Background: an optimization exercise with open tools, aiming at small area, a short achievable clock period and few clock cycles per item. Do not read the settings as production practice.
Only simulation tests tie the RTL to the original design; equivalence was not proved.
Power is estimated from default activity; no workload was simulated.

== v13 ==
## ring_monitor
module ring_monitor #(
    parameter integer N    = 64,
    parameter integer IDXW = 6       
) (
    input  wire            clk,
    input  wire            rst,            
    input  wire            ev_valid,
    output wire            ev_ready,
    input  wire [3:0]      ev_code,
    input  wire            ev_party,       
    input  wire            ev_ring,        
    input  wire [7:0]      ev_index,       
    output reg             done,
    output wire            done_ok,        
    output reg  [IDXW:0]   done_count,     
    output reg             sig_rx,         
    output reg             rx_int_enable,  
    output reg             tx_kick,        
    output reg             reclaim_valid,  
    output wire [IDXW-1:0] reclaim_idx,
    output reg  [6:0]      viol,
    output reg  [15:0]     err_cnt
);
    localparam [3:0] EV_RING_ALLOC     = 4'h0;
    localparam [3:0] EV_RING_FREE      = 4'h1;
    localparam [3:0] EV_RX_HW_COMPLETE = 4'h2;
    localparam [3:0] EV_RX_ADVANCE     = 4'h3;
    localparam [3:0] EV_TX_SUBMIT      = 4'h4;
    localparam [3:0] EV_TX_HW_COMPLETE = 4'h5;
    localparam [3:0] EV_TX_DRAIN       = 4'h6;
    localparam [3:0] EV_RX_OVERRUN     = 4'h7;
    localparam [3:0] EV_TX_UNDERRUN    = 4'h8;
    localparam [3:0] EV_ACCESS         = 4'h9;
    localparam integer V_OWNERSHIP      = 0;
    localparam integer V_HW_NOT_OWNER   = 1;
    localparam integer V_SW_NOT_OWNER   = 2;
    localparam integer V_TX_UNRECLAIMED = 3;
    localparam integer V_NOT_ALLOCATED  = 4;
    localparam integer V_DOUBLE_ALLOC   = 5;
    localparam integer V_BAD_EVENT      = 6;
    localparam [IDXW-1:0] CUR0 = {IDXW{1'b1}};
    reg             v1;
    reg  [3:0]      code1;
    reg             party1;
    reg             ring1;
    reg  [IDXW-1:0] idx1;       
  ...
Size: roughly 60 I/O pins, roughly 0.0053 sq mm of cells after synthesis.
export LEC_CHECK = 0
export CAP_MARGIN = 20
export CORE_MARGIN = 2
export CORE_UTILIZATION = 40
export PLACE_DENSITY = 0.6
export SLEW_MARGIN = 20
export BUFFER_PORTS_ARGS = -buffer_cell sky130_fd_sc_hd__buf_2
export SETUP_SLACK_MARGIN = 5.1
create_clock -name core_clock -period 8.0 [get_ports {clk}]
standard.sh (not shown) runs the stock make flow with config.mk's settings and CLKGATE_MAP_FILE= SYNTH_SCRIPT=/design/flow/synth_recipe.tcl, a recipe that flattens the netlist after the stock synthesis.
==> flow/flow/run.sh <==
#!/bin/bash
# Own layout flow: the standard layout (standard.sh), with two settings added to config.mk:
#  - port buffers of a plain buffer cell (sky130_fd_sc_hd__buf_2) instead of the delay buffer
#    the resizer picks by default; every input and output port still gets its own buffer;
#  - a larger setup slack margin for repair_timing, so that it aims at a shorter period.
# The clock period, constraints, synthesis, floorplan, power grid and tap cells are unchanged.
set -euo pipefail
cat >> config.mk <<'EOC'
export BUFFER_PORTS_ARGS = -buffer_cell sky130_fd_sc_hd__buf_2
export SETUP_SLACK_MARGIN = 5.1
EOC
bash standard.sh > standard.log 2>&1
v13: all stages complete, timing, DRC and antenna checks passed
Testbench counts of v13, summed over its fixed seeds: cycles 35,524, events 32,000.
Input changes introduced in v50 (baseline for comparison: v13):
- SETUP_SLACK_MARGIN: 5.1 -> 5.2
diff --git a/flow/flow/run.sh b/flow/flow/run.sh
--- a/flow/flow/run.sh
+++ b/flow/flow/run.sh
@@ -8,5 +8,5 @@
 cat >> config.mk <<'EOC'
 export BUFFER_PORTS_ARGS = -buffer_cell sky130_fd_sc_hd__buf_2
-export SETUP_SLACK_MARGIN = 5.1
+export SETUP_SLACK_MARGIN = 5.2
 EOC
 bash standard.sh > standard.log 2>&1
Results
v50 vs. v13: count of multi-input gates about even; number of instances in the placed design stayed essentially flat; biggest fanout along the worst timing path has decreased. Diff v13 -> v50 | power per cell area | decrease of about 0.7%. Least setup slack across all paths after layout for v50: 0.069 ns up relative to v13. A classification of the worst setup path of reg2out is what v13 shows, while reg2reg belongs to v50. v13 went all the way through synthesis, placement and routing and the layout is clean on timing, DRC and antenna. v50 finished end to end and its layout was clean on timing, DRC and antenna. v50: number of buffers inserted to repair setup after CTS 3 above v13.
[inputs] v16 vs v50
- putting CTS_ARGS at -sink_clustering_enable -repair_clock_nets -dont_use_dummy_load -buf_list sky130_fd_sc_hd__clkbuf_8 -sink_clustering_size 50 -sink_clustering_max_diameter 200 where nothing was set
- swapping 5.2 for 5.3 in SETUP_SLACK_MARGIN
diff --git a/flow/flow/run.sh b/flow/flow/run.sh
--- a/flow/flow/run.sh
+++ b/flow/flow/run.sh
@@ -8,5 +8,6 @@
 cat >> config.mk <<'EOC'
 export BUFFER_PORTS_ARGS = -buffer_cell sky130_fd_sc_hd__buf_2
-export SETUP_SLACK_MARGIN = 5.2
+export SETUP_SLACK_MARGIN = 5.3
+export CTS_ARGS = -sink_clustering_enable -repair_clock_nets -dont_use_dummy_load -buf_list sky130_fd_sc_hd__clkbuf_8 -sink_clustering_size 50 -sink_clustering_max_diameter 200
 EOC
 bash standard.sh > standard.log 2>&1
v16 vs. v50: post-CTS setup buffer count went up by 10. Going from v50 to v16, net switching power figure shrank by more than 10%. Taking v50 as the reference, in v16 met1 usage in global routing up 0.98 points, internal power contribution lost 0.14 mW, sequential share of layout area has increased. Sort v16 and v50 by via count of the first global-routing pass, ascending, and v50 comes first. Synthesis-to-layout area growth on v16 is down relative to v50. In the metrics for v16 and v50, the one carrying the higher worst setup slack after placement is v16. Per the comparison of v16 with v50, number of logic stages on the critical path including buffering decreased 6; fraction of power consumed by combinational cells increased 1.8 points.
Input-level comparison between v48 and v16:
- changing BUFFER_PORTS_ARGS from -buffer_cell sky130_fd_sc_hd__buf_2 to -buffer_cell sky130_fd_sc_hd__buf_1
- changing CTS_ARGS from -sink_clustering_enable -repair_clock_nets -dont_use_dummy_load -buf_list sky130_fd_sc_hd__clkbuf_8 -sink_clustering_size 50 -sink_clustering_max_diameter 200 to -repair_clock_nets -dont_use_dummy_load -buf_list sky130_fd_sc_hd__clkbuf_16 -sink_clustering_enable -sink_clustering_size 100 -sink_clustering_max_diameter 1000
diff --git a/flow/flow/run.sh b/flow/flow/run.sh
--- a/flow/flow/run.sh
+++ b/flow/flow/run.sh
@@ -7,7 +7,7 @@
 set -euo pipefail
 cat >> config.mk <<'EOC'
-export BUFFER_PORTS_ARGS = -buffer_cell sky130_fd_sc_hd__buf_2
+export BUFFER_PORTS_ARGS = -buffer_cell sky130_fd_sc_hd__buf_1
 export SETUP_SLACK_MARGIN = 5.3
-export CTS_ARGS = -sink_clustering_enable -repair_clock_nets -dont_use_dummy_load -buf_list sky130_fd_sc_hd__clkbuf_8 -sink_clustering_size 50 -sink_clustering_max_diameter 200
+export CTS_ARGS = -repair_clock_nets -dont_use_dummy_load -buf_list sky130_fd_sc_hd__clkbuf_16 -sink_clustering_enable -sink_clustering_size 100 -sink_clustering_max_diameter 1000
 EOC
 bash standard.sh > standard.log 2>&1
==> run notes <==
Summary of v48 over v16: via count of the first global-routing pass now sits lower, number of buffers inserted to repair setup after CTS fell 5, clock group share of total power rose by 8.3 points, sequential cell count about even. Going from v16 to v48, multiplexer fraction of the synthesized cell area has remained practically unchanged; share of power burned in registers dropped 6.9 points; area growth from synthesis to final layout decreased 0.64 points; total length of routed wires moved down. Comparing v16 and v48, routed length on met1 is lower on v48. Going from v16 to v48, post-route minimum period shrinks by 0.0096 ns. v48: no failed stages, no open violations at the end.
What v15 does differently from v48 at the input level:
- CTS_ARGS changed from -repair_clock_nets -dont_use_dummy_load -buf_list sky130_fd_sc_hd__clkbuf_16 -sink_clustering_enable -sink_clustering_size 100 -sink_clustering_max_diameter 1000 to -sink_clustering_enable -repair_clock_nets -dont_use_dummy_load -buf_list sky130_fd_sc_hd__clkbuf_8
diff --git a/flow/flow/run.sh b/flow/flow/run.sh
--- a/flow/flow/run.sh
+++ b/flow/flow/run.sh
@@ -9,5 +9,5 @@
 export BUFFER_PORTS_ARGS = -buffer_cell sky130_fd_sc_hd__buf_1
 export SETUP_SLACK_MARGIN = 5.3
-export CTS_ARGS = -repair_clock_nets -dont_use_dummy_load -buf_list sky130_fd_sc_hd__clkbuf_16 -sink_clustering_enable -sink_clustering_size 100 -sink_clustering_max_diameter 1000
+export CTS_ARGS = -sink_clustering_enable -repair_clock_nets -dont_use_dummy_load -buf_list sky130_fd_sc_hd__clkbuf_8
 EOC
 bash standard.sh > standard.log 2>&1
Results
The lower routed wire length of v48 and v15 is in v48.
Summary of v15 over v48: flip-flop and latch share of the layout cell area shows an increase of 0.59 points; final critical-path share of the clock period up 0.36 points.
v48 → v15: data arrival time of the critical path up 0.03 ns, synthesized cell count held, sequential power share now sits higher, worst hold margin neither gained nor lost much.
v48: PASS, flow complete, no timing, DRC or antenna violations
v15 completed every stage of the flow, and the final layout passed the timing, design-rule and antenna checks.
Going from v48 to v15, proportion of cell area occupied by multi-input gates rose by 0.54 points, total of plain and repair buffers excluding clock buffers rose by about 1.2%.

---

ring_monitor, a different RTL version from the one above (not shown whole).
Size in the first run: about 530 cells after synthesis, ~88 flip-flops, ~60 I/O pins, roughly 5300 um^2 of cells after synthesis.
export LEC_CHECK = 0
export CAP_MARGIN = 20
export CORE_MARGIN = 2
export CORE_UTILIZATION = 40
export PLACE_DENSITY = 0.6
export SLEW_MARGIN = 20
export BUFFER_PORTS_ARGS = -buffer_cell sky130_fd_sc_hd__buf_1
export SETUP_SLACK_MARGIN = 5.3
export CTS_ARGS = -sink_clustering_enable -repair_clock_nets -dont_use_dummy_load -buf_list sky130_fd_sc_hd__clkbuf_8
create_clock -name core_clock -period 8.0 [get_ports {clk}]
==> flow/flow/run.sh <==
#!/bin/bash
# Own layout flow: the standard layout (standard.sh), with two settings added to config.mk:
#  - port buffers of a plain buffer cell (sky130_fd_sc_hd__buf_2) instead of the delay buffer
#    the resizer picks by default; every input and output port still gets its own buffer;
#  - a larger setup slack margin for repair_timing, so that it aims at a shorter period.
# The clock period, constraints, synthesis, floorplan, power grid and tap cells are unchanged.
set -euo pipefail
cat >> config.mk <<'EOC'
export BUFFER_PORTS_ARGS = -buffer_cell sky130_fd_sc_hd__buf_1
export SETUP_SLACK_MARGIN = 5.3
export CTS_ARGS = -sink_clustering_enable -repair_clock_nets -dont_use_dummy_load -buf_list sky130_fd_sc_hd__clkbuf_8
EOC
bash standard.sh > standard.log 2>&1
Testbench counts at the start, summed over its fixed seeds: cycles 35,524, events 32,000.
Rerun with:
--- a/flow/flow/run.sh
+++ b/flow/flow/run.sh
@@ -9,3 +9,3 @@
 export BUFFER_PORTS_ARGS = -buffer_cell sky130_fd_sc_hd__buf_1
-export SETUP_SLACK_MARGIN = 5.3
+export SETUP_SLACK_MARGIN = 5.4
 export CTS_ARGS = -sink_clustering_enable -repair_clock_nets -dont_use_dummy_load -buf_list sky130_fd_sc_hd__clkbuf_8
Settings changed: ABC_AREA set to 1, SETUP_SLACK_MARGIN 5.3 to 5.4.
Result: Cell area grows by about 4%. Die area grows by about 1.3%. Critical path depth is unchanged. Area after synthesis grows by about 1.4%. Power grows by 1.1%. Utilization grows by 0.24 points. Routed wire length grows by 7.5%. Sequential share of layout area shrinks by 1.3 points.
Rerun with:
Settings changed: ABC_AREA 1 to not set, CORE_UTILIZATION 40 to 65, PLACE_DENSITY 0.6 to 0.8.
The new run produced a clean layout. Worst hold slack gets better by 0.023 ns. Sequential power goes up by about 0.8%. Non-clock buffer count grows by 4. Final area falls by 4.5%. Wire length is lower by 8.6%. Area after synthesis is lower by 1.3%. Clock power drops by about 4%.
Rerun with:
Settings changed: ABC_CLOCK_PERIOD_IN_PS set to 2600, CORE_UTILIZATION 65 to 40, PLACE_DENSITY 0.8 to 0.6.
Sequential share of layout area drops by 1.1 points.
Clock-buffer cell count stays the same.
Via count drops by 2.0%.
Worst hold slack loses 0.030 ns.
Cell count climbs by 10%.
Die area climbs by 60%.
Global-route usage drops by 9.9 points.
Fmax climbs by 0.87%.
Clock skew drops by 0.010 ns.
Setup slack gains 0.023 ns.

what the ideal ports hide:
How much do the figures lean on ideal ports? The routed layouts below were timed once more, with nothing changed but the port constraints.
Step 1, drivers: a clkbuf_16 drives clk and a buf_2 each remaining input, both assumed.
Step 2 times the ports against the registers' clock, not the clock port: input delays grow and output delays shrink by t, the midpoint of the rising clock arrivals with the driver on.
Three values: no drivers, after step 1, after step 2; two values: the first two.
run	shift t [ns]	setup WS [ns]	worst setup path at the end	worst register clock-pin slew, ns	worst data-port slew with drivers (ns)
v13	0.388	5.220 / 5.180 / 5.266	register to register	0.07 / 0.07	0.03
v50	0.388	5.288 / 5.255 / 5.288	register to register	0.07 / 0.07	0.04
v16	0.404	5.346 / 5.309 / 5.371	input to register	0.09 / 0.09	0.03
v48	0.381	5.355 / 5.311 / 5.373	register to register	0.07 / 0.07	0.03
v15	0.398	5.327 / 5.290 / 5.397	input to register	0.09 / 0.09	0.03
the first run of note 2	0.402	5.356 / 5.320 / 5.362	input to register	0.08 / 0.08	0.03
the second run of note 2	0.404	5.396 / 5.360 / 5.517	input to register	0.09 / 0.09	0.04
the third run of note 2	0.390	5.402 / 5.387 / 5.367	input to register	0.10 / 0.10	0.03
the fourth run of note 2	0.402	5.424 / 5.388 / 5.316	input to register	0.08 / 0.08	0.03
After both steps setup and hold are still met in every run listed. The setup slack of the fourth run of note 2, which loses most, moves by -0.036 ns with the drivers and by -0.108 ns with both steps.
